This is an optimization exercise on Yosys and OpenROAD, whose aim is small area and few clock cycles per item, not a production implementation. Where RTL was checked, it was by simulation tests only, not by an equivalence proof against the original. The flow treats the clock pin as an ideal source. Dropping or thinning the clock tree relies on that and would not hold on a real chip. No activity file was given, so power comes from the tool's default toggle rates.

Setup of job 101:
## pwlink_rx
module pwlink_rx (
    input  wire         clk,
    input  wire         rst,           
    input  wire         in_valid,
    input  wire [7:0]   in_data,
    output wire         in_ready,
    output wire         out_valid,
    output wire [3:0]   out_class,
    output wire [15:0]  out_seq,
    output wire [15:0]  out_crc,
    output wire [31:0]  out_code,
    output wire [127:0] out_addr
);
    localparam [2:0] S_IDLE = 3'd0,    
                     S_P1   = 3'd1,    
                     S_P2   = 3'd2,    
                     S_P3   = 3'd3,    
                     S_BODY = 3'd4,    
                     S_CR   = 3'd5,    
                     S_DONE = 3'd6;    
    localparam [3:0] P_0000 = 4'd0, P_UNR = 4'd12;
    reg [2:0]   state;
    reg [5:0]   blen;                  
    reg [139:0] sr;                    
    reg [15:0]  crc;                   
    reg [15:0]  seq;                   
    reg [3:0]   pc;
    assign in_ready  = 1'b1;
    assign out_valid = (state == S_DONE);
    wire [7:0] b = in_data;
    function is_word(input [7:0] x);
        is_word = (x >= 8'h30 && x <= 8'h39) || (x >= 8'h41 && x <= 8'h5A) ||
                  (x >= 8'h61 && x <= 8'h7A) || (x == 8'h5F);
    endfunction
    function [15:0] crc_step(input [15:0] c, input [6:0] x, input g);
        reg [7:0] t, u;
        begin
            t = {c[15], c[14:8] ^ x} & {8{g}};
            u = {t[7:4], t[3:0] ^ t[7:4]};
            crc_step = {c[7:0], 8'h00} ^ {u[3:0], 12'h000} ^ {3'b000, u, 5'b00000} ^ {8'h00, u};
        end
    endfunction
    function [2:0] idle_next(input [7:0] x);
        idle_next = (x == 8'h05) ? S_P1 : S_IDLE;
    endfunction
  ...
Settings: LEC_CHECK=0, CAP_MARGIN=20, CORE_MARGIN=2, CORE_UTILIZATION=40, SLEW_MARGIN=20; clock period 5.0 ns.
standard.sh (not shown) runs the stock make flow with config.mk's settings and CLKGATE_MAP_FILE= SYNTH_SCRIPT=/design/flow/synth_recipe.tcl, a recipe that flattens the netlist after the stock synthesis.
==> flow/flow/run.sh <==
#!/bin/bash
# Standard layout (the standard.sh, unchanged synthesis) with:
#  - the smallest buffer on every port,
#  - combinational cells brought back to their smallest size after floorplan
#    (placement and timing repair size up where needed),
#  - one tie cell for all constant outputs,
#  - a clock tree of clkbuf_8 without dummy loads,
#  - power recovery (downsizing off-critical cells) after global routing.
set -e
export BUFFER_PORTS_ARGS="-buffer_cell sky130_fd_sc_hd__buf_1"
export POST_FLOORPLAN_TCL="$PWD/flow/downsize.tcl"
export SKIP_REPAIR_TIE_FANOUT=1
export RECOVER_POWER=100
export CTS_ARGS="-sink_clustering_enable -repair_clock_nets -dont_use_dummy_load -buf_list sky130_fd_sc_hd__clkbuf_8"
bash standard.sh > standard.log 2>&1
==> flow/flow/downsize.tcl <==
# Floorplan hook: map every combinational cell that synthesis sized up to the
# smallest cell of the same function; placement and timing repair size up again
# only where the design needs it.
set ds_dont_use [split $::env(DONT_USE_CELLS)]
array set ds_best {}
foreach lc [get_lib_cells */sky130_fd_sc_hd__*] {
  set n [get_name $lc]
  if {[lsearch -exact $ds_dont_use $n] >= 0} { continue }
  if {![regexp {^(sky130_fd_sc_hd__[a-z0-9]+)_([0-9]+)$} $n -> base d]} { continue }
  set a [get_property $lc area]
  if {![info exists ds_best($base)] || $a < [lindex $ds_best($base) 1]} {
    set ds_best($base) [list $n $a]
  }
}
set ds_count 0
set ds_saved 0.0
foreach inst [get_cells *] {
  set m [get_property $inst ref_name]
  if {![regexp {^(sky130_fd_sc_hd__[a-z0-9]+)_([0-9]+)$} $m -> base d]} { continue }
  if {[regexp {^sky130_fd_sc_hd__(s?e?df|dl|tap|conb|fill|decap|clk|diode)} $base]} { continue }
  if {![info exists ds_best($base)]} { continue }
  set target [lindex $ds_best($base) 0]
  if {$target eq $m} { continue }
  set old_area [get_property [get_lib_cells */$m] area]
  replace_cell $inst [lindex [get_lib_cells */$target] 0]
  incr ds_count
  set ds_saved [expr {$ds_saved + $old_area - [lindex $ds_best($base) 1]}]
}
puts "downsize: $ds_count cells replaced, [format %.1f $ds_saved] um2 saved"
Status job 101: flow complete, layout not clean - max-capacitance violations, max-slew violations
Testbench counts of job 101, summed over its fixed seeds: cycles 12,972, bytes 12,964.
Here is what was changed in the inputs of job 102 compared with job 101.
-- flow/flow/run.sh --
<<< job 101, line 7
#  - a clock tree of clkbuf_8 without dummy loads,
#  - power recovery (downsizing off-critical cells) after global routing.
>>> job 102, line 7
#  - a clock tree of clkbuf_8 without dummy loads.
<<< job 101, line 13
export RECOVER_POWER=100
>>> job 102, line 12
Results
Looking at the reports, job 102 completed the entire flow and the layout it produced met the timing, DRC and antenna checks.
Job 102 — max-capacitance violation count 1 lower, job 101 as reference
Count of inverters other than clock inverters in the layout came out exactly the same in job 102 and job 101.
| cell-internal power | job 101 vs job 102 | ≈ equal |
Summary of job 102 over job 101: utilization was more or less identical, power stayed essentially flat, sequential share of layout area shows no meaningful change, routed wire length roughly the same, area fraction of clock buffers and clock inverters roughly the same.
~same average footprint of a synthesized cell in job 102 and job 101
Between job 102 and job 101, slack of the critical path is lower for job 101, job 102 comes in above that.
Job 102 vs job 101: met2 wirelength from detailed routing down in job 102
The inputs of job 103 differ from those of job 102 as listed below.
-- flow/flow/run.sh --
<<< job 102, line 6
>>> job 103, line 6
#  - ABC area remapping of the logic (OpenROAD restructure) after floorplan,
==> flow/flow/abc.history (new file) <==
source /tmp/restructure_work/pwlink_rx0ord_abc_script.tcl
source /tmp/restructure_work/pwlink_rx1ord_abc_script.tcl
source /tmp/restructure_work/pwlink_rx2ord_abc_script.tcl
-- flow/flow/downsize.tcl --
<<< job 102, line 30
>>> job 103, line 30

# Then let ABC remap the combinational logic for area (registers are kept as
# they are); timing repair in placement and CTS restores the slack it needs.
set rs_dir [file join $::env(OBJECTS_DIR) restructure_work]
file mkdir $rs_dir
restructure -target area -liberty_file [lindex $::env(LIB_FILES) 0] \
  -tielo_port [join $::env(TIELO_CELL_AND_PORT) /] -tiehi_port [join $::env(TIEHI_CELL_AND_PORT) /] \
  -work_dir $rs_dir -abc_logfile [file join $rs_dir abc.log]

# restructure gives every constant its own tie cell; drive all constant-0 and
# all constant-1 loads from one tie cell each again
proc merge_ties {} {
  set block [ord::get_db_block]
  foreach port {LO HI} {
    set keep ""
    foreach inst [$block getInsts] {
      if {[[$inst getMaster] getName] ne "sky130_fd_sc_hd__conb_1"} { continue }
      set it [$inst findITerm $port]
      set net [$it getNet]
      if {$net eq "NULL" || $net eq ""} { continue }
      if {$keep eq ""} { set keep $net; continue }
      foreach lit [$net getITerms] {
        if {[$lit getInst] eq $inst} { continue }
        $lit disconnect
        $lit connect $keep
      }
      foreach bt [$net getBTerms] {
        $bt disconnect
        $bt connect $keep
      }
      set other [$inst findITerm [expr {$port eq "LO" ? "HI" : "LO"}]]
      if {[$other getNet] eq "NULL" || [$other getNet] eq ""} {
        odb::dbInst_destroy $inst
        odb::dbNet_destroy $net
      }
    }
  }
}
merge_ties
### Flow results
The flow did not stop early for job 103: all stages ran, and the layout cleared the timing, DRC and antenna checks. In the flow results for job 102 and job 103, the footprint of the multi-input gates is smaller on job 103. Per the comparison of job 103 with job 102, met2 capacity usage during global routing decreased 2.0 points; total power essentially unchanged; global-route usage essentially unchanged. When the final numbers for job 102 and job 103 were put side by side, the multi-input combinational cell count turned out to be greater in job 102. On critical path depth: between job 102 and job 103, it ends up lower for job 102. Compared to job 102, job 103 has growth of design area from synthesis to finish 3.0 points lower. The higher via count of job 102 and job 103 is in job 103. Relative to job 102, the final cell area reported for job 103 is lower.
The inputs of job 104 differ from those of job 103 as listed below.
-- flow/flow/run.sh --
<<< job 103, line 6
#  - ABC area remapping of the logic (OpenROAD restructure) after floorplan,
>>> job 104, line 6
-- flow/flow/downsize.tcl --
<<< job 103, line 38

# restructure gives every constant its own tie cell; drive all constant-0 and
# all constant-1 loads from one tie cell each again
proc merge_ties {} {
  set block [ord::get_db_block]
  foreach port {LO HI} {
    set keep ""
    foreach inst [$block getInsts] {
      if {[[$inst getMaster] getName] ne "sky130_fd_sc_hd__conb_1"} { continue }
      set it [$inst findITerm $port]
      set net [$it getNet]
      if {$net eq "NULL" || $net eq ""} { continue }
      if {$keep eq ""} { set keep $net; continue }
      foreach lit [$net getITerms] {
        if {[$lit getInst] eq $inst} { continue }
        $lit disconnect
        $lit connect $keep
      }
      foreach bt [$net getBTerms] {
        $bt disconnect
        $bt connect $keep
      }
      set other [$inst findITerm [expr {$port eq "LO" ? "HI" : "LO"}]]
      if {[$other getNet] eq "NULL" || [$other getNet] eq ""} {
        odb::dbInst_destroy $inst
        odb::dbNet_destroy $net
      }
    }
  }
}
merge_ties
>>> job 104, line 38
removed: flow/flow/abc.history
Notes after the runs:
Compared with job 103, in job 104 total power per unit cell area shrank by 1.1%, relative slew slack moved down, worst path setup slack after routing went down 0.0098 ns, minimum clock period after layout rose 0.0098 ns, upper clock frequency limit about even.
Compared with job 103, in job 104 fraction of final layout cells with drive strength greater than 1 has remained practically unchanged, post-CTS repair timing setup buffer count has remained practically unchanged, cell area has increased.
Job 104 and job 103 ended up with nearly the same maximum fanout encountered on the critical timing path.

---

pwlink_rx, a different RTL version from the one above (not shown whole).
Size in the first run: about 690 cells after synthesis, about 210 I/O pins, about 8900 um^2 of cells after synthesis.
## pwlink_rx
module pwlink_rx (
    input  wire         clk,
    input  wire         rst,           
    input  wire         in_valid,
    input  wire [7:0]   in_data,
    output wire         in_ready,
    output wire         out_valid,
    output wire [3:0]   out_class,
    output wire [15:0]  out_seq,
    output wire [15:0]  out_crc,
    output wire [31:0]  out_code,
    output wire [127:0] out_addr
);
Settings: LEC_CHECK=0, CAP_MARGIN=20, CORE_MARGIN=2, CORE_UTILIZATION=40, SLEW_MARGIN=20; clock period 5.0 ns.
==> flow/flow/run.sh <==
#!/bin/bash
# Standard layout (the standard.sh, unchanged synthesis) with:
#  - the smallest buffer on every port,
#  - combinational cells brought back to their smallest size after floorplan
#    (placement and timing repair size up where needed),
#  - one tie cell for all constant outputs,
#  - a clock tree of clkbuf_8 without dummy loads,
#  - power recovery (downsizing off-critical cells) after global routing.
set -e
export BUFFER_PORTS_ARGS="-buffer_cell sky130_fd_sc_hd__buf_1"
export POST_FLOORPLAN_TCL="$PWD/flow/downsize.tcl"
export SKIP_REPAIR_TIE_FANOUT=1
export RECOVER_POWER=100
export CTS_ARGS="-sink_clustering_enable -repair_clock_nets -dont_use_dummy_load -buf_list sky130_fd_sc_hd__clkbuf_8"
bash standard.sh > standard.log 2>&1
==> flow/flow/downsize.tcl <==
# Floorplan hook: map every combinational cell that synthesis sized up to the
# smallest cell of the same function; placement and timing repair size up again
# only where the design needs it.
set ds_dont_use [split $::env(DONT_USE_CELLS)]
array set ds_best {}
foreach lc [get_lib_cells */sky130_fd_sc_hd__*] {
  set n [get_name $lc]
  if {[lsearch -exact $ds_dont_use $n] >= 0} { continue }
  if {![regexp {^(sky130_fd_sc_hd__[a-z0-9]+)_([0-9]+)$} $n -> base d]} { continue }
  set a [get_property $lc area]
  if {![info exists ds_best($base)] || $a < [lindex $ds_best($base) 1]} {
    set ds_best($base) [list $n $a]
  }
}
set ds_count 0
set ds_saved 0.0
foreach inst [get_cells *] {
  set m [get_property $inst ref_name]
  if {![regexp {^(sky130_fd_sc_hd__[a-z0-9]+)_([0-9]+)$} $m -> base d]} { continue }
  if {[regexp {^sky130_fd_sc_hd__(s?e?df|dl|tap|conb|fill|decap|clk|diode)} $base]} { continue }
  if {![info exists ds_best($base)]} { continue }
  set target [lindex $ds_best($base) 0]
  if {$target eq $m} { continue }
  set old_area [get_property [get_lib_cells */$m] area]
  replace_cell $inst [lindex [get_lib_cells */$target] 0]
  incr ds_count
  set ds_saved [expr {$ds_saved + $old_area - [lindex $ds_best($base) 1]}]
}
puts "downsize: $ds_count cells replaced, [format %.1f $ds_saved] um2 saved"
The baseline completed without violations.
Edit:
==> flow/flow/run.sh (replaced) <==
#!/bin/bash
# Standard layout with smaller port buffers and a leaner clock tree.
set -e
export BUFFER_PORTS_ARGS="-buffer_cell sky130_fd_sc_hd__buf_1"
export CTS_ARGS="-sink_clustering_enable -repair_clock_nets -dont_use_dummy_load -buf_list sky130_fd_sc_hd__clkbuf_8 -sink_clustering_size 12 -sink_clustering_max_diameter 40"
bash standard.sh > standard.log 2>&1
removed: flow/flow/downsize.tcl
Sequential power hardly moves.
Cell count climbs by 1.9%.
Critical path depth drops by 1.
Setup slack gets better by 0.0090 ns.
Sequential share of layout area drops by 1.3 points.
Cell area climbs by 2.1%.
Power climbs by 0.56%.
Routed wire length drops by 0.42%.
Combinational power climbs by 14%.
Maximum frequency is about the same.
First-iteration DRC count drops by 36%.
No run of this note included a check of the RTL's function; only the layout flow was run.

---

v22:
pwlink_rx, a different RTL version from the one above (not shown whole).
Size in the first run: ~650 cells after synthesis, about 210 I/O pins.
Settings: LEC_CHECK=0, CAP_MARGIN=20, CORE_MARGIN=2, CORE_UTILIZATION=40, SLEW_MARGIN=20; clock period 5.0 ns.
==> flow/flow/run.sh <==
#!/bin/bash
# Standard layout (the standard.sh, unchanged synthesis) with:
#  - the smallest buffer on every port,
#  - combinational cells brought back to their smallest size after floorplan
#    (placement and timing repair size up where needed),
#  - ABC area remapping of the logic (OpenROAD restructure) after floorplan,
#  - one tie cell for all constant outputs,
#  - a clock tree of its own (flow/mycts.tcl): one clkbuf_8 root driving twelve
#    clkbuf_8 leaves, each leaf driving one balanced cluster of flip-flops.
set -e
export BUFFER_PORTS_ARGS="-buffer_cell sky130_fd_sc_hd__buf_1"
export POST_FLOORPLAN_TCL="$PWD/flow/downsize.tcl"
export SKIP_REPAIR_TIE_FANOUT=1
export PRE_CTS_TCL="$PWD/flow/mycts.tcl"
export MYCTS_LEAVES=12
export MYCTS_LEAF_CELL=sky130_fd_sc_hd__clkbuf_8
export MYCTS_ROOT_CELL=sky130_fd_sc_hd__clkbuf_8
bash standard.sh > standard.log 2>&1
==> flow/flow/abc.history <==
source /tmp/restructure_work/pwlink_rx0ord_abc_script.tcl
source /tmp/restructure_work/pwlink_rx1ord_abc_script.tcl
source /tmp/restructure_work/pwlink_rx2ord_abc_script.tcl
==> flow/flow/downsize.tcl <==
# Floorplan hook: map every combinational cell that synthesis sized up to the
# smallest cell of the same function; placement and timing repair size up again
# only where the design needs it.
set ds_dont_use [split $::env(DONT_USE_CELLS)]
array set ds_best {}
foreach lc [get_lib_cells */sky130_fd_sc_hd__*] {
  set n [get_name $lc]
  if {[lsearch -exact $ds_dont_use $n] >= 0} { continue }
  if {![regexp {^(sky130_fd_sc_hd__[a-z0-9]+)_([0-9]+)$} $n -> base d]} { continue }
  set a [get_property $lc area]
  if {![info exists ds_best($base)] || $a < [lindex $ds_best($base) 1]} {
    set ds_best($base) [list $n $a]
  }
}
set ds_count 0
set ds_saved 0.0
foreach inst [get_cells *] {
  set m [get_property $inst ref_name]
  if {![regexp {^(sky130_fd_sc_hd__[a-z0-9]+)_([0-9]+)$} $m -> base d]} { continue }
  if {[regexp {^sky130_fd_sc_hd__(s?e?df|dl|tap|conb|fill|decap|clk|diode)} $base]} { continue }
  if {![info exists ds_best($base)]} { continue }
  set target [lindex $ds_best($base) 0]
  if {$target eq $m} { continue }
  set old_area [get_property [get_lib_cells */$m] area]
  replace_cell $inst [lindex [get_lib_cells */$target] 0]
  incr ds_count
  set ds_saved [expr {$ds_saved + $old_area - [lindex $ds_best($base) 1]}]
}
puts "downsize: $ds_count cells replaced, [format %.1f $ds_saved] um2 saved"

# Then let ABC remap the combinational logic for area (registers are kept as
# they are); timing repair in placement and CTS restores the slack it needs.
set rs_dir [file join $::env(OBJECTS_DIR) restructure_work]
file mkdir $rs_dir
# ABC gets a copy of the library without the cells the platform marks don't-use
set rs_lib [file join $rs_dir allowed.lib]
set rs_skip {}
foreach c $ds_dont_use { if {$c ne ""} { dict set rs_skip $c 1 } }
set fin [open [lindex $::env(LIB_FILES) 0] r]
set fout [open $rs_lib w]
set depth 0
set skipping 0
while {[gets $fin line] >= 0} {
  if {!$skipping && [regexp {^\s*cell\s*\(\s*"?([A-Za-z0-9_]+)"?\s*\)} $line -> cname] && [dict exists $rs_skip $cname]} {
    set skipping 1
    set depth 0
  }
  if {$skipping} {
    incr depth [expr {[regexp -all {\{} $line] - [regexp -all {\}} $line]}]
    if {$depth <= 0 && [string first "\}" $line] >= 0} { set skipping 0 }
    continue
  }
  # make inverters look twice their size to ABC, so that it folds inversions
  # into gates where it can
  if {[regexp {^\s*cell\s*\(\s*"?([A-Za-z0-9_]+)"?\s*\)} $line -> cname]} { set rs_cell $cname }
  if {[info exists rs_cell] && [regexp {^sky130_fd_sc_hd__(clk)?inv_1$} $rs_cell] && [regexp {^(\s*area\s*:\s*)([0-9.]+)(.*)$} $line -> pre a post]} {
    set line "$pre[expr {2.0 * $a}]$post"
  }
  puts $fout $line
}
close $fin
close $fout
restructure -target area -liberty_file $rs_lib \
  -tielo_port [join $::env(TIELO_CELL_AND_PORT) /] -tiehi_port [join $::env(TIEHI_CELL_AND_PORT) /] \
  -work_dir $rs_dir -abc_logfile [file join $rs_dir abc.log]

# restructure gives every constant its own tie cell; drive all constant-0 and
# all constant-1 loads from one tie cell each again
proc merge_ties {} {
  set block [ord::get_db_block]
  foreach port {LO HI} {
    set keep ""
    foreach inst [$block getInsts] {
      if {[[$inst getMaster] getName] ne "sky130_fd_sc_hd__conb_1"} { continue }
      set it [$inst findITerm $port]
      set net [$it getNet]
      if {$net eq "NULL" || $net eq ""} { continue }
      if {$keep eq ""} { set keep $net; continue }
      foreach lit [$net getITerms] {
        if {[$lit getInst] eq $inst} { continue }
        $lit disconnect
        $lit connect $keep
      }
      foreach bt [$net getBTerms] {
        $bt disconnect
        $bt connect $keep
      }
      set other [$inst findITerm [expr {$port eq "LO" ? "HI" : "LO"}]]
      if {[$other getNet] eq "NULL" || [$other getNet] eq ""} {
        odb::dbInst_destroy $inst
        odb::dbNet_destroy $net
      }
    }
  }
}
merge_ties
Other scripts of this flow, unchanged in this note and not shown: flow/flow/mycts.tcl
Testbench counts of v22, summed over its fixed seeds: cycles 12,972, bytes 12,964.
--- input diff v22..v26 ---
--- a/flow/flow/downsize.tcl
+++ b/flow/flow/downsize.tcl
@@ -51,10 +51,4 @@
     continue
   }
-  # make inverters look twice their size to ABC, so that it folds inversions
-  # into gates where it can
-  if {[regexp {^\s*cell\s*\(\s*"?([A-Za-z0-9_]+)"?\s*\)} $line -> cname]} { set rs_cell $cname }
-  if {[info exists rs_cell] && [regexp {^sky130_fd_sc_hd__(clk)?inv_1$} $rs_cell] && [regexp {^(\s*area\s*:\s*)([0-9.]+)(.*)$} $line -> pre a post]} {
-    set line "$pre[expr {2.0 * $a}]$post"
-  }
   puts $fout $line
 }
Findings:
v26 ran to completion and came out clean on the timing, DRC and antenna checks.
The faster design of the two is v22; v26 tops out lower.
Delta (v26 minus v22): share of total power in sequential cells shows an increase of 0.3 points, clock network fraction of total power shows a reduction of 0.2 points.
Total power draw: v26 < v22
v26 vs. v22: wire length of the first global-routing pass fell by 0.49%; critical path's largest stage delay increased by 60 ps relative to the old numbers.
#### Input delta (v25 over v26)
--- a/flow/flow/downsize.tcl
+++ b/flow/flow/downsize.tcl
@@ -51,4 +51,10 @@
     continue
   }
+  # make inverters look twice their size to ABC, so that it folds inversions
+  # into gates where it can
+  if {[regexp {^\s*cell\s*\(\s*"?([A-Za-z0-9_]+)"?\s*\)} $line -> cname]} { set rs_cell $cname }
+  if {[info exists rs_cell] && [regexp {^sky130_fd_sc_hd__(clk)?inv(lp)?_[0-9]+$} $rs_cell] && [regexp {^(\s*area\s*:\s*)([0-9.]+)(.*)$} $line -> pre a post]} {
+    set line "$pre[expr {2.0 * $a}]$post"
+  }
   puts $fout $line
 }
Findings:
v25 finished every step from synthesis to the final layout, and the layout passed the timing, DRC and antenna checks. Delta (v25 minus v26): global-route usage has remained practically unchanged, switching power of the nets up about 2.5%. Any difference in final area between v25 and v26 is small enough to ignore.
[inputs] v57 vs v25
--- a/flow/flow/downsize.tcl
+++ b/flow/flow/downsize.tcl
@@ -51,10 +51,4 @@
     continue
   }
-  # make inverters look twice their size to ABC, so that it folds inversions
-  # into gates where it can
-  if {[regexp {^\s*cell\s*\(\s*"?([A-Za-z0-9_]+)"?\s*\)} $line -> cname]} { set rs_cell $cname }
-  if {[info exists rs_cell] && [regexp {^sky130_fd_sc_hd__(clk)?inv(lp)?_[0-9]+$} $rs_cell] && [regexp {^(\s*area\s*:\s*)([0-9.]+)(.*)$} $line -> pre a post]} {
-    set line "$pre[expr {2.0 * $a}]$post"
-  }
   puts $fout $line
 }
removed: flow/flow/abc.history
[summary]
v57 vs v25, critical path depth went down by 1. Summary of v57 over v25: power attributed to the clock group down about 2%. Changes observed in v57 relative to v25: detail-routed net length per standard cell dropped 0.28 um, overall power of the completed layout dropped about 0.5%, via count of the first global-routing pass climbed 211. The fmax reported for v57 is greater than that of v25 by 0.013 GHz. The setup slack of v57 is higher than that of v25. | synthesis-to-finish area growth | v57 vs v25 | ≈ equal |. Taking v25 as the reference, in v57 basic-gate share of the synthesized area counting and, or, nand and nor cells held; proportion of cell area occupied by registers roughly the same.
In every run of this note, the design's own scripts or RTL, not TritonCTS, make the clock network.

re-timing with driven ports:
In the flow no input, the clock included, has a driving cell. The finished layouts below were timed again as built, in two steps.
Step 1 sets driving cells, clkbuf_16 on the clock port and buf_2 on the other inputs (assumed; they add their load-dependent delay and slew).
Step 2 times the ports against the registers' clock, not the clock port: input delays grow and output delays shrink by t, the midpoint of the rising clock arrivals with the driver on.
Three values: ideal ports, drivers, drivers and shift; two values: the first two.
| run | t (ns) | setup slack, ns | worst register clock-pin slew, ns | worst data-port slew with drivers (ns) |
|---|---|---|---|---|
| job 101 | 0.480 | 1.167 / 1.127 / 0.915 | 0.11 / 0.11 | 0.03 |
| job 102 | 0.479 | 1.185 / 1.146 / 0.882 | 0.11 / 0.11 | 0.03 |
| job 103 | 0.472 | 1.115 / 1.075 / 1.059 | 0.10 / 0.10 | 0.03 |
| job 104 | 0.470 | 1.105 / 1.067 / 0.950 | 0.11 / 0.11 | 0.03 |
| the first run of note 2 | 0.471 | 1.266 / 1.280 / 0.810 | 0.11 / 0.11 | 0.03 |
| the second run of note 2 | 0.492 | 1.275 / 1.233 / 1.263 | 0.12 / 0.12 | 0.03 |
| v22 | 0.479 | 1.361 / 1.324 / 1.325 | 0.10 / 0.10 | 0.03 |
| v26 | 0.477 | 1.236 / 1.200 / 0.900 | 0.10 / 0.10 | 0.03 |
| v25 | 0.488 | 1.036 / 0.999 / 1.090 | 0.12 / 0.12 | 0.03 |
| v57 | 0.477 | 1.236 / 1.200 / 0.900 | 0.10 / 0.10 | 0.03 |
For the first run of note 2, which loses most, drivers alone change the setup slack by +0.014 ns; drivers and shift together by -0.456 ns.
